Context: an optimization exercise on an open-source flow, tuned for small area, a short achievable clock period and few clock cycles. The choices shown serve that exercise and are no tape-out recipe.
No functional check of the RTL was part of any run shown here.
Power figures rest on the tool's default switching activity, not on a simulated workload.

===== design/flow/flow/run.sh =====
#!/bin/bash
# Layout flow: the standard ORFS flow, with the port buffers that
# buffer_ports inserts made from plain sky130_fd_sc_hd__buf_1 cells
# instead of the delay-buffer cell it picks by default. The make output
# of every step goes to standard.log; ORFS keeps each tool's own log
# under orfs/logs/.
set -euo pipefail
export BUFFER_PORTS_ARGS="-buffer_cell sky130_fd_sc_hd__buf_1"
bash standard.sh finish > standard.log 2>&1

===== design/flow/standard.sh =====
#!/bin/bash
# synth_recipe.tcl (not shown) runs the flow's synth.tcl, then flattens the netlist and writes it again
# the make line also repeats each setting of config.mk as NAME=value (left out here)
make -C /OpenROAD-flow-scripts/flow DESIGN_CONFIG=/design/flow/config.mk WORK_HOME=/design/flow/orfs CLKGATE_MAP_FILE= SYNTH_SCRIPT=/design/flow/synth_recipe.tcl "${@:-finish}"

===== design/flow/config.mk =====
export PLATFORM = sky130hd
export DESIGN_NAME = sdio_spi_engine
export DESIGN_NICKNAME = sdio_spi_engine
export VERILOG_FILES = /design/flow/design.v
export SDC_FILE = /design/flow/constraint.sdc
export NUM_CORES = 4
export LEC_CHECK = 0
export CAP_MARGIN = 20
export CORE_MARGIN = 2
export CORE_UTILIZATION = 40
export SETUP_SLACK_MARGIN = 2.3
export SLEW_MARGIN = 20

===== design/flow/constraint.sdc =====
create_clock -name core_clock -period 5.0 [get_ports {clk}]
set_input_delay 1.0000 -clock core_clock [delete_from_list [all_inputs] [get_ports {clk}]]
set_output_delay 1.0000 -clock core_clock [all_outputs]
set_load 0.01 [all_outputs]

===== design/flow/design.v =====
module sdio_spi_engine (
    input  wire        clk,
    input  wire        rst,             
    input  wire        op_valid,
    output wire        op_ready,
    input  wire [7:0]  op_sel,          
    input  wire [7:0]  op_index,
    input  wire [31:0] op_arg,
    input  wire [16:0] op_count,
    input  wire [9:0]  op_block_size,
    input  wire        op_mode,
    input  wire [1:0]  op_fn,
    input  wire [2:0]  op_width,
    output wire        res_valid,
    output wire [3:0]  res_code,
    output wire [7:0]  res_status,
    output wire [7:0]  res_stuff,
    output wire        ev_valid,
    output wire [2:0]  ev_kind,
    output reg  [7:0]  ev_tx,
    input  wire        ev_ready,
    input  wire [7:0]  ev_rx,
    input  wire        wd_valid,
    output wire        wd_ready,
    input  wire [7:0]  wd_data,
    output reg         rd_valid,
    output wire [7:0]  rd_data
);
    function [6:0] crc7_byte(input [6:0] acc, input [7:0] b);
        integer k;
        reg [6:0] r;
        reg fb;
        begin
            r = acc;
            for (k = 7; k >= 0; k = k - 1) begin
                fb = b[k] ^ r[6];
                r  = {r[5:0], 1'b0};
                if (fb) r = r ^ 7'h09;
            end
            crc7_byte = r;
        end
    endfunction
    function [15:0] crc16_byte(input [15:0] acc, input [7:0] b);
        integer k;
        reg [15:0] r;
        begin
            r = acc ^ {b, 8'h00};
            for (k = 0; k < 8; k = k + 1) begin
                if (r[15]) r = {r[14:0], 1'b0} ^ 16'h1021;
                else       r = {r[14:0], 1'b0};
            end
            crc16_byte = r;
        end
    endfunction
    localparam [5:0] S_CS1   = {3'd0, 3'd0},    
                     S_CS0   = {3'd0, 3'd1},    
                     S_CTX   = {3'd0, 3'd2},    
                     S_PTOK  = {3'd1, 3'd2},    
                     S_PDAT  = {3'd2, 3'd2},    
                     S_PCRC  = {3'd3, 3'd2},    
                     S_PSTOP = {3'd4, 3'd2},    
                     S_RDY   = {3'd0, 3'd3},    
                     S_RESP  = {3'd1, 3'd3},    
                     S_STUFF = {3'd2, 3'd3},    
                     S_GTOK  = {3'd3, 3'd3},    
                     S_GPAY  = {3'd4, 3'd3},    
                     S_GCRC  = {3'd5, 3'd3},    
                     S_DRT   = {3'd6, 3'd3},    
                     S_FIN   = {3'd7, 3'd3},    
                     S_CRIT1 = {3'd0, 3'd4},
                     S_CRIT0 = {3'd0, 3'd5},
                     S_IDLE  = {3'd0, 3'd6},
                     S_PWAIT = {3'd1, 3'd6},    
                     S_FAULT = {3'd0, 3'd7},    
                     S_DONE  = {3'd1, 3'd7};    
    localparam [2:0] R_SUCCESS       = 3'd0,
                     R_UNSPECIFIED   = 3'd1,
                     R_NOT_READY     = 3'd2,
                     R_INV_RESP      = 3'd3,
                     R_INV_RESP_DATA = 3'd4,
                     R_INV_CRC       = 3'd5,
                     R_TIMEOUT       = 3'd6;
    localparam [1:0] T_CMD = 2'd0, T_SET = 2'd1, T_GET = 2'd2, T_PUT = 2'd3;
    reg [5:0]  state;
    reg [1:0]  optype;
    reg [2:0]  idx;        
    reg [1:0]  step;       
    reg [2:0]  res;
    reg [9:0]  cnt;        
    reg [15:0] crc;        
    reg [31:0] u;
    wire acc = ev_valid & ev_ready;
    wire rx_ff = (ev_rx == 8'hFF);
    wire c_last199 = cnt[7] & cnt[6] & cnt[2] & cnt[1] & cnt[0];    
    wire c_last254 = &cnt[7:1];                                        
    wire c_last3   = cnt[1] & cnt[0];                                  
    wire c_last5   = cnt[2] & cnt[0];                                  
    wire c_last1   = cnt[0];                                           
    wire [16:0] rem = u[16:0];
    wire rem1 = (rem == 17'd1);
    wire rem0 = (rem == 17'd0);
    function [16:0] dec17(input [16:0] a);
        integer i;
        begin
            dec17[0] = ~a[0];
            for (i = 1; i < 17; i = i + 1)
                dec17[i] = a[i] ^ ((a & ((17'd1 << i) - 17'd1)) == 17'd0);
        end
    endfunction
    function [9:0] inc10(input [9:0] a);
        integer i;
        begin
            inc10[0] = ~a[0];
            for (i = 1; i < 10; i = i + 1)
                inc10[i] = a[i] ^ ((a | ~((10'd1 << i) - 10'd1)) == 10'h3FF);
        end
    endfunction
    wire [16:0] rem_dec = dec17(rem);
    wire [9:0]  cnt_inc = inc10(cnt);
    wire blk_last = (cnt_inc == u[26:17]);     
    wire is63 = idx[1];
    wire is53 = idx[0] & ~idx[1];
    assign ev_valid = ~(state[2] & state[1]);
    assign ev_kind  = state[2:0];
    assign op_ready = (state == S_IDLE);
    assign res_valid = (state[2:0] == 3'd7);
    assign res_code  = state[3] ? {1'b0, res} : 4'd8;
    assign res_status = u[15:8];
    assign res_stuff  = ev_tx;     
    assign rd_data   = ev_tx;      
    assign wd_ready  = (state == S_PWAIT) |
                       (((state == S_PTOK) | ((state == S_PDAT) & ~blk_last)) & ev_ready);
    wire [5:0] ix = op_index[5:0];
    wire idx_ok   = (op_index[7:6] == 2'b00) &&
                    ((ix == 6'd0) || (ix[5:1] == 5'b11010) || (ix == 6'd63));
    wire bs_ok    = op_block_size[9] == (op_block_size[8:0] == 9'd0);
    wire width_ok = (op_width == 3'd1) || (op_width == 3'd2) || (op_width == 3'd4);
    wire fn_ok    = op_fn[1] ^ op_fn[0];
    wire cnt_nz   = (op_count != 17'd0);
    wire cnt_le512 = (op_count[16:10] == 7'd0) && (!op_count[9] || op_count[8:0] == 9'd0);
    wire put_ok   = cnt_nz && (op_mode ? bs_ok : cnt_le512);
    wire [7:0] fb0 = {2'b01, idx[2], idx[2], idx[1], idx[2], idx[1], idx[0]};
    wire is_set = (optype == T_SET);
    wire [1:0] aw_fn   = u[3:2];
    wire [1:0] aw_code = u[1:0];
    wire [7:0] fb1 = is_set ? {1'b1, aw_fn, 5'b00010} : u[31:24];
    wire [7:0] fb2 = is_set ? 8'h00 : u[23:16];
    wire [7:0] fb3 = is_set ? {5'b00000, step, 1'b0} : u[15:8];
    wire [7:0] fb4 = is_set ? ((step == 2'd0) ? u[23:16] :
                               (step == 2'd1) ? u[31:24] : {6'd0, aw_code}) : u[7:0];
    wire [6:0] crc7_nx = crc7_byte(crc[6:0], ev_tx);
    wire [7:0] fb5 = is63 ? 8'hFF : {crc7_nx, 1'b1};
    wire [15:0] crc16_nx = crc16_byte(crc, ev_tx);
    wire [2:0] drt_res = (ev_tx == 8'hEB || ev_tx == 8'hED) ? R_INV_RESP :
                         (ev_tx == 8'hFF) ? R_TIMEOUT : R_UNSPECIFIED;
    always @(posedge clk) begin
        rd_valid <= ~rst & (state == S_GPAY) & ev_ready;
        if (rst) begin
            state <= S_IDLE;
        end else begin
            case (state)
            S_IDLE: begin
                if (op_valid) begin
                    res  <= R_SUCCESS;
                    step <= 2'd0;
                    u    <= op_arg;
                    case (op_sel)
                        8'h10: begin
                            optype <= T_CMD;
                            idx    <= {op_index[4], op_index[3], op_index[0]};
                            state  <= idx_ok ? S_CS1 : S_FAULT;
                        end
                        8'h30: begin
                            optype <= T_SET;
                            idx    <= 3'b100;
                            u[3:0] <= {op_fn, op_width[2], op_width[1]};
                            state  <= (width_ok && fn_ok) ? S_CS1 : S_FAULT;
                        end
                        8'h20: begin
                            optype    <= T_GET;
                            u[16:0]   <= op_count;
                            u[26:17]  <= op_block_size;
                            state     <= bs_ok ? S_CS1 : S_FAULT;
                        end
                        8'h21: begin
                            optype    <= T_PUT;
                            u[16:0]   <= op_mode ? op_count : 17'd1;
                            u[26:17]  <= op_mode ? op_block_size : op_count[9:0];
                            u[27]     <= op_mode && (op_count[16:1] != 16'd0);
                            state     <= put_ok ? S_CS1 : S_FAULT;
                        end
                        default: state <= S_FAULT;
                    endcase
                end
            end
            S_FAULT, S_DONE: state <= S_IDLE;
            S_CS1: if (ev_ready) begin
                cnt <= 10'd0;
                if (optype == T_GET) begin
                    state <= rem0 ? S_CS0 : S_GTOK;
                end else if (optype == T_CMD && is63) begin
                    ev_tx <= fb0;
                    state <= S_CTX;
                end else begin
                    state <= S_RDY;
                end
            end
            S_RDY: begin
                crc <= 16'h0000;
                ev_tx <= (optype == T_PUT) ? (u[27] ? 8'hFC : 8'hFE) : fb0;
                if (ev_ready) begin
                    cnt <= cnt_inc;
                    if (rx_ff) begin
                        cnt   <= 10'd0;
                        state <= (optype == T_PUT) ? S_PTOK : S_CTX;
                    end else if (c_last199) begin
                        res   <= R_NOT_READY;
                        cnt   <= 10'd0;
                        state <= (optype == T_PUT) ? S_FIN : S_CS0;
                    end
                end
            end
            S_CTX: if (ev_ready) begin
                crc[6:0] <= crc7_nx;
                cnt      <= cnt_inc;
                case (cnt[2:0])
                    3'd0:    ev_tx <= fb1;
                    3'd1:    ev_tx <= fb2;
                    3'd2:    ev_tx <= fb3;
                    3'd3:    ev_tx <= fb4;
                    default: ev_tx <= fb5;
                endcase
                if (c_last5) begin
                    cnt   <= 10'd0;
                    state <= S_RESP;
                end
            end
            S_RESP: if (ev_ready) begin
                u[15:8] <= ev_rx;
                res     <= (ev_rx != 8'h00) ? R_INV_RESP : R_SUCCESS;
                cnt     <= cnt_inc;
                if (!rx_ff || c_last199) state <= S_STUFF;
            end
            S_STUFF: if (ev_ready) begin
                ev_tx <= ev_rx;
                if (res == R_SUCCESS && is53 && ev_rx != 8'h00)
                    res <= R_INV_RESP_DATA;
                state <= S_CS0;
            end
            S_CS0: if (ev_ready) begin
                if (is_set && step != 2'd2 && res == R_SUCCESS) begin
                    step  <= step + 2'd1;
                    state <= S_CS1;
                end else begin
                    state <= S_DONE;
                end
            end
            S_GTOK: begin
                crc <= 16'hFE00;
                if (ev_ready) begin
                    ev_tx <= ev_rx;
                    cnt   <= cnt_inc;
                    if (ev_rx == 8'hFE) begin
                        cnt   <= 10'd0;
                        state <= S_GPAY;
                    end else if (c_last199) begin
                        res   <= R_TIMEOUT;
                        state <= S_CS0;
                    end
                end
            end
            S_GPAY: if (ev_ready) begin
                crc     <= crc16_nx;
                ev_tx   <= ev_rx;
                u[16:0] <= rem_dec;
                cnt     <= cnt_inc;
                if (blk_last || rem1) begin
                    cnt   <= 10'd0;
                    state <= S_GCRC;
                end
            end
            S_GCRC: if (ev_ready) begin
                crc   <= crc16_nx;
                ev_tx <= ev_rx;
                cnt   <= cnt_inc;
                if (c_last1) begin
                    cnt <= 10'd0;
                    if ({ev_tx, ev_rx} != crc) begin
                        res   <= R_INV_CRC;
                        state <= S_CS0;
                    end else if (rem0) begin
                        state <= S_CS0;
                    end else begin
                        state <= S_GTOK;
                    end
                end
            end
            S_PTOK: if (ev_ready) begin
                cnt <= 10'd0;
                if (wd_valid) begin
                    ev_tx <= wd_data;
                    state <= S_PDAT;
                end else begin
                    state <= S_PWAIT;
                end
            end
            S_PWAIT: if (wd_valid) begin
                ev_tx <= wd_data;
                state <= S_PDAT;
            end
            S_PDAT: if (ev_ready) begin
                cnt <= cnt_inc;
                crc <= crc16_nx;
                if (blk_last) begin
                    ev_tx <= crc16_nx[15:8];
                    cnt   <= 10'd0;
                    state <= S_PCRC;
                end else if (wd_valid) begin
                    ev_tx <= wd_data;
                end else begin
                    state <= S_PWAIT;
                end
            end
            S_PCRC: if (ev_ready) begin
                ev_tx <= crc[7:0];
                cnt   <= cnt_inc;
                if (c_last1) state <= S_CRIT1;
            end
            S_CRIT1: if (ev_ready) begin
                cnt   <= 10'd0;
                state <= S_DRT;
            end
            S_DRT: if (ev_ready) begin
                ev_tx <= ev_rx;
                if (!rx_ff || c_last3) state <= S_CRIT0;
                else                   cnt   <= cnt_inc;
            end
            S_CRIT0: if (ev_ready) begin
                cnt   <= 10'd0;
                ev_tx <= 8'hFD;
                if (ev_tx != 8'hE5) begin
                    res   <= drt_res;
                    state <= S_FIN;
                end else if (rem1) begin
                    state <= u[27] ? S_PSTOP : S_FIN;
                end else begin
                    u[16:0] <= rem_dec;
                    state   <= S_RDY;
                end
            end
            S_PSTOP: if (ev_ready) begin
                cnt   <= 10'd0;
                state <= S_FIN;
            end
            S_FIN: if (ev_ready) begin
                cnt <= cnt_inc;
                if (rx_ff || c_last254) state <= S_CS0;
            end
            default: state <= S_IDLE;
            endcase
        end
    end
endmodule

==> summary.txt, run 1 <==
Outcome
  – Outcome: timing/DRC/antenna clean

Worst setup path
  – CP cell instances: ha_4 > buf_4 > and3_4 > ha_4 > xnor2_1 > nand3_1 > nor3_2 > o211ai_4 > and2_4 > nor2_4 > a21oi_2 > buf_2
  – Sum of buffers and inverters on the critical path: 2
  – R2r startpoint: cnt[0]
  – Crit path largest cell delay: 0.44 ns
  – Worst Path Max Fanout: 3
  – FF-to-FF path depth: 15
  – Critical Path Start Type: flop
  – Crit Path Category: flop to primary output
  – Worst R2R End: state[5]
  – Cell family with most CP delay: simple AND/OR/NAND/NOR gates
  – Worst Path Arrival: 2.54 ns
  – Flop-to-flop setup slack: 2.01 ns
  – Slowest stage cell, crit path: edfxtp_1
  – Critical Path End Type: primary output
  – WP data required: 4.00 ns
  – Most common cell on crit path: ha_4

Clocking
  – Total CTS buffers: 9
  – CTS tree: done
  – Clock buffer depth: 2
  – Root buffer cell: clkbuf_16
  – CTS clk-pin slew, worst paths: 0.07 ns
  – Htree depth: 3
  – Cts hold-fix bufs: 0
  – TritonCTS sink count: 83
  – Worst-skew pair later-pin latency: 0.36 ns

Die
  – Core area: 18500 um^2
  – Die Wd: 141 um
  – Num ports: 146
  – Die area: 19800 um^2
  – Initial core utilization: 40.4%
  – Die Height: 141 um
  – Row Count: 50

Route
  – Wire per inst: 21.6 um
  – Starting DRT DRC Count: 1032
  – Routed Antenna Nets: 0
  – Residual DRC: 0
  – Routed wire length: 27300 um
  – Vias per cell: 6.21
  – First-pass DRT Iterations: 6
  – Vias: 7843

Yosys
  – Synth area leader: edfxtp_1
  – Share of the synthesized area in the top cell type: 30.5%
  – Share of flip-flops with an asynchronous set or reset: 0%
  – Synthesized cell area: 7490 um^2
  – Post-synth EDFFs: 76
  – Yosys warnings: 1
  – Post-synthesis sequential area ratio: 32.3%
  – Cell with the most instances after synthesis: nand2_1
  – Most used flip-flop cell after synthesis: edfxtp_1
  – Syn avg cell area: 8.44 um^2
  – Top cells by count, synth: 81 x nand2_1, 76 x edfxtp_1, 66 x nor2_1, 64 x a21oi_1, 60 x o21ai_0
  – Yosys cell types: 77
  – Mapped Cells: 887
  – Top post-synthesis cells by area: edfxtp_1 30%, xnor2_1 5.1%, a21oi_1 4.3%
  – Synthesized Nets: 1006
  – Synthesis-stage register bit count: 83

Power
  – Clock power share: 19.1%
  – Sw frac: 43.7%
  – LEAKAGE: 3.23 nW
  – Worst vdd rail ir drop: 0.218 mV
  – Combinational fraction of design power: 50.3%
  – Sequential power share: 30.6%
  – Internal: 2.11 mW
  – PD cells: 409 nW/um^2
  – Switching Power: 1.64 mW

Timing
  – Rel. slew slack: 21.7%
  – Fin crit share: 70.8%
  – Fmax: 282 MHz
  – RSZ-0062 raised after global routing: true
  – Layout Skew: 0.00930 ns
  – Setup-failing EPs final: 0
  – Worst hold slack: 0.639 ns
  – Final Hold Viols: 0
  – Setup TNS: 0 ns
  – Slew of the pin with the lowest slew margin: 1.17 ns
  – Final min period: 3.54 ns
  – Max-slew violations: 0

Global route
  – Vias in the first global route: 7230
  – Largest net degree at the start of global routing: 32
  – Gr ovfl total: 0
  – Initial antenna violation count: 0
  – First-pass GRT wire length: 41400 um
  – GRT Total Usage: 26.9%

Place
  – Placed cell areas: 8070 um^2
  – PortBufs: 145
  – HPWL Detailed: 20200 um
  – Routability cong.: 1.00

Worst hold path
  – Hold Path Depth: 1
  – Hold Crit Class: flop to flop
  – Worst hold path startpoint: step[0]
  – Worst hold path endpoint: step[0]

Layout
  – Finished Core Util: 49.5%
  – Area grow syn2layout: 22.4%
  – Final instance area: 9170 um^2
  – Ratio of cells with drive above 1 in the final layout: 17.0%
  – Antenna diodes: 0
  – Final nets: 1142

Run
  – Max-Cap Viols: 0
## per-stage QoR
stage / std cells / power (mW) / setup WS, ns
after global placement: 1200 / 2.64 / 1.30
after CTS: 1256 / 3.62 / 1.39
after detailed placement: 1200 / 2.64 / 1.24
final: 1262 / 3.75 / 1.46
after global routing: 1262 / 3.94 / 1.34
after floorplan: 887 / 2.21 / 1.69
## power by group through the flow
stage | clock network, mW | logic, mW | registers [mW]
2_1_floorplan | 0 | 1.18 | 1.04
3_3_place_gp | 0 | 1.48 | 1.16
3_5_place_dp | 0 | 1.47 | 1.16
4_1_cts | 0.723 | 1.76 | 1.14
5_1_grt | 0.752 | 2.03 | 1.16
6_report | 0.716 | 1.89 | 1.15
## worst max-delay path by stage
stage	startpoint	endpoint	slack (ns)	depth (start not counted)
3_5_place_dp	cnt[2]	wd_ready	1.24	11
4_1_cts	cnt[0]	wd_ready	1.39	12
2_1_floorplan	cnt[0]	wd_ready	1.69	11
5_1_grt	cnt[0]	wd_ready	1.34	12
6_report	cnt[0]	wd_ready	1.46	12
3_3_place_gp	cnt[2]	wd_ready	1.30	11
## final cells by class
type,count,area (um^2)
clock buffer,9,225
clock inverter,7,83.8
fill,1805,9350
inverter,30,116
multi-input combinational,695,4930
sequential,83,2440
tap,234,293
timing repair buffer,204,1080
## logic make-up after synthesis
kind of cell / after synthesis / synth area share (%)
simple gates: 319 / 21.6
mux: 21 / 2.86
flops: 83 / 32.3
buf+inv: 110 / 7.33
fa+ha+maj: 17 / 2.84
compound gates: 261 / 24.2
xor+xnor: 76 / 8.89
## state kept, by name, summed over array words and instances, names as in the netlist
| signal | count |
|---|---|
| rd_valid | 1 |
| state | 6 |
| optype | 2 |
| idx | 3 |
| crc | 16 |
| ev_tx | 8 |
| cnt | 10 |
| u | 32 |
| res | 3 |
| step | 2 |
## layer usage
layer | vias up | share of wire [%] | GRT usage, %
met5 | - | 0 | 0
met4 | 0 | 3.0 | 9.47
met3 | 66 | 10 | 5.84
met2 | 503 | 44 | 40.4
met1 | 3685 | 43 | 38.2
li1 | 3589 | - | -
## layout by cell type (no fill, tap or decap), drive strengths merged, types with 17 or more instances in the layout
cell	count
a211oi	17
a21oi	64
buf	200
edfxtp	76
ha	17
inv	32
mux2i	18
nand2	82
nand3	30
nor2	70
nor3	32
nor4	17
o21ai	60
xnor2	44
xor2	32
## timing repair
item / in CTS / in global routing
pin swaps: 19 / 19
setup buffers: 38 / 6
setup endpoints to repair: 116 / 80
gates resized for setup: 60 / 39
cloned: 2 / 0
==> run 2, diff against run 1 <==
--- a/design/flow/design.v
+++ b/design/flow/design.v
@@ -117,7 +117,7 @@
     endfunction
     wire [16:0] rem_dec = dec17(rem);
     wire [9:0]  cnt_inc = inc10(cnt);
-    wire blk_last = (cnt_inc == u[26:17]);     
+    wire blk_last = (cnt == u[26:17]);         
     wire is63 = idx[1];
     wire is53 = idx[0] & ~idx[1];
     assign ev_valid = ~(state[2] & state[1]);
@@ -261,7 +261,7 @@
                     ev_tx <= ev_rx;
                     cnt   <= cnt_inc;
                     if (ev_rx == 8'hFE) begin
-                        cnt   <= 10'd0;
+                        cnt   <= 10'd1;
                         state <= S_GPAY;
                     end else if (c_last199) begin
                         res   <= R_TIMEOUT;
@@ -296,7 +296,7 @@
                 end
             end
             S_PTOK: if (ev_ready) begin
-                cnt <= 10'd0;
+                cnt <= 10'd1;
                 if (wd_valid) begin
                     ev_tx <= wd_data;
                     state <= S_PDAT;
==> run 2 against run 1 <==
Effect of this change: power increased by 7.5%; global-route usage up 0.76 points; register-to-register slack better by 0.16 ns; final cell count rose by 1.3%; combinational power is about 20% higher; sequential power hardly changed; wire length increased by 5.1%; clock skew up 0.0020 ns; count of clock-buffer cells in the layout up 2; still clean; design area rose by 1.3%.
==> summary.txt, run 2 <==
Timing
  – Layout Skew: 0.0113 ns
  – Final min period: 3.01 ns
  – Fin crit share: 60.1%
  – Setup TNS: 0 ns
  – Final Hold Viols: 0
  – Worst hold slack: 0.608 ns
  – Slew of the pin with the lowest slew margin: 0.808 ns
  – Setup-failing EPs final: 0
  – RSZ-0062 raised after global routing: true
  – Fmax: 333 MHz
  – Rel. slew slack: 46.1%
  – Max-slew violations: 0

Layout
  – Ratio of cells with drive above 1 in the final layout: 16.9%
  – Most common cell after layout, fill and taps aside: buf_1
  – Layout Cells excl Fill: 1278
  – Antenna diodes: 0
  – Largest register FFs: 32
  – Finished Core Util: 51.2%
  – Final-layout fill cell count: 1749
  – Largest regs: u: 32 flops, crc: 16 flops, cnt: 10 flops
  – Area grow syn2layout: 24.5%
  – Most frequent cells in the layout: 136 x buf_1, 80 x nand2_1, 76 x edfxtp_1, 72 x nor2_1, 57 x a21oi_1
  – Largest Register: u
  – Final nets: 1163

Clocking
  – TritonCTS sink count: 83
  – Cts hold-fix bufs: 0
  – Clock buffer depth: 2
  – Worst-skew pair later-pin latency: 0.35 ns
  – Htree depth: 3
  – Root buffer cell: clkbuf_16
  – Total CTS buffers: 9
  – CTS tree: done
  – CTS clk-pin slew, worst paths: 0.07 ns

Yosys
  – Post-synthesis sequential area ratio: 32.5%
  – Top post-synthesis cells by area: edfxtp_1 31%, xnor2_1 5.2%, nand2_1 4.2%
  – Syn avg cell area: 8.21 um^2
  – Synthesized Nets: 1028
  – Synthesis-stage register bit count: 83
  – Top cells by count, synth: 84 x nand2_1, 83 x nor2_1, 76 x edfxtp_1, 58 x a21oi_1, 56 x o21ai_0
  – Yosys cell types: 71
  – Synthesized cell area: 7460 um^2
  – Synth area leader: edfxtp_1
  – Share of flip-flops with an asynchronous set or reset: 0%
  – Share of the synthesized area in the top cell type: 30.6%
  – Most used flip-flop cell after synthesis: edfxtp_1
  – Cell with the most instances after synthesis: nand2_1
  – Yosys warnings: 1
  – Mapped Cells: 909
  – Post-synth EDFFs: 76

Route
  – Vias: 8128
  – Top layer in use: met4
  – First-pass DRT Iterations: 7
  – Routed Antenna Nets: 0
  – Routed wire length: 28700 um
  – Residual DRC: 0
  – Vias per cell: 6.36
  – Wire per inst: 22.5 um
  – Starting DRT DRC Count: 1231
  – DRT met1 WL: 11800 um
  – Met3 WL: 3020 um
  – Metal2 WL: 12500 um

Global route
  – Gr ovfl total: 0
  – GRT Total Usage: 27.6%
  – Initial antenna violation count: 0
  – Largest net degree at the start of global routing: 41
  – Vias in the first global route: 7392
  – First-pass GRT wire length: 42300 um

Worst setup path
  – R2r startpoint: u[4]
  – Crit Path Category: flop to primary output
  – Crit path largest cell delay: 0.45 ns
  – Critical Path End Type: primary output
  – WP data required: 4.00 ns
  – Critical Path Start Type: flop
  – CP startpoint: u[18]
  – Slowest stage cell, crit path: edfxtp_1
  – Worst Path Arrival: 2.01 ns
  – Worst Path Max Fanout: 3
  – CP cell instances: xor2_1 > nor4_4 > a31oi_4 > nor2_2 > o2bb2ai_1 > buf_1

Run
  – Max-Cap Viols: 0

Place
  – HPWL Detailed: 21000 um
  – Routability cong.: 1.02
  – PortBufs: 145
  – Placed Cells: 1214

Worst hold path
  – Worst hold path startpoint: step[0]
  – Hold Crit Class: flop to flop

Die
  – Core area: 18100 um^2
  – Die Height: 141 um
  – Die Wd: 141 um
  – Num ports: 146
  – Die area: 19800 um^2
  – Row Count: 49
  – Initial core utilization: 41.1%

Outcome
  – Outcome: timing/DRC/antenna clean

Power
  – Worst vdd rail ir drop: 0.220 mV
  – LEAKAGE: 3.32 nW
  – Pwr Total: 4.03 mW
  – PD cells: 434 nW/um^2
run 2: worst max-delay path, delay by kind of cell, from the launching register on:
family | cells | cell delay, ns
buffers and inverters | 1 | 0.15
and+or+nand+nor | 2 | 0.60
AOI/OAI and AO/OA | 2 | 0.26
DFF | 1 | 0.45
xor gates and xnor gates | 1 | 0.20
run 2: final timing paths:
kind	end	slack [ns]	cells after the start
max	wd_ready	1.99	6
min	step[0]	0.61	1
max reg2reg	state[1]	2.17	13
min reg2reg	step[0]	0.61	1
run 2: repair_timing:
action                                  4_1_cts  5_1_grt
setup buffers                                21       25
resized for setup                            79       69
endpoints found under the setup margin      101       86
pin swaps                                    21       21
gates cloned                                  0        2
run 2: final cells by class:
type,count,area [um^2],area share (%)
clock inverters,5,28.8,0.310
flip-flops and latches,83,2440,26.3
inverters,31,119,1.28
multi-input cells,712,4990,53.7
clock buffers,11,233,2.51
repair buffers,207,1190,12.8
well taps,229,287,3.09
run 2: cells by family (layout without fill, tap and decap cells):
family / count (synthesis) / count (layout) / share of synthesized area [%]
buffers and inverters: 114 / 254 / 7.47
xor gates and xnor gates: 76 / 76 / 8.92
muxes: 16 / 16 / 2.16
and+or+nand+nor: 361 / 361 / 24.5
DFF: 83 / 83 / 32.5
adders and majority gates: 17 / 17 / 2.85
AOI/OAI and AO/OA: 242 / 242 / 21.6
run 2: power breakdown:
group	total [mW]	internal, mW	switching [mW]
combinational	2.27	0.901	1.36
sequential	1.15	0.948	0.198
clock	0.620	0.335	0.286
total	4.03	2.18	1.85
run 2: through the flow:
step / setup WS, ns / instance area (um^2)
2_1_floorplan: 2.27 / 7520
3_3_place_gp: 1.43 / 8020
3_5_place_dp: 1.48 / 8020
4_1_cts: 2.03 / 8760
5_1_grt: 1.97 / 9280
6_report: 1.99 / 9280
run 2: per-layer routing:
layer,GRT usage (%),up-vias
met3,4.96,129
met1,37.8,3738
met4,13.5,0
li1,-,3646
met5,0,-
met2,42.3,615

static timing again, ports no longer ideal:
The flow's constraints put no driver on any port. The routed layouts listed below were extracted and timed again, unchanged, in two steps. Step 1: set_driving_cell puts a clkbuf_16 on clk and a buf_2 on each other input, an assumption about the parent block. Step 2, shift: input delay + t, output delay - t, t = (earliest + latest rising clock arrival at the registers) / 2. This alone moves slack from input paths to output paths. Three values: no drivers, after step 1, after step 2; two values: the first two.
run | shift t [ns] | slack for setup (ns) | latest minus earliest clock arrival (ns) | slew at the worst register clock pin (ns) | worst data-port slew with drivers (ns)
run 1 | 0.399 | 1.458 / 1.412 / 1.688 | 0.010 / 0.009 | 0.07 / 0.07 | 0.05
run 2 | 0.397 | 1.995 / 1.946 / 1.910 | 0.011 / 0.012 | 0.07 / 0.07 | 0.07
After both steps every run listed still meets setup and hold. For run 2, which loses most, drivers alone change the setup slack by -0.049 ns; drivers and shift together by -0.085 ns.
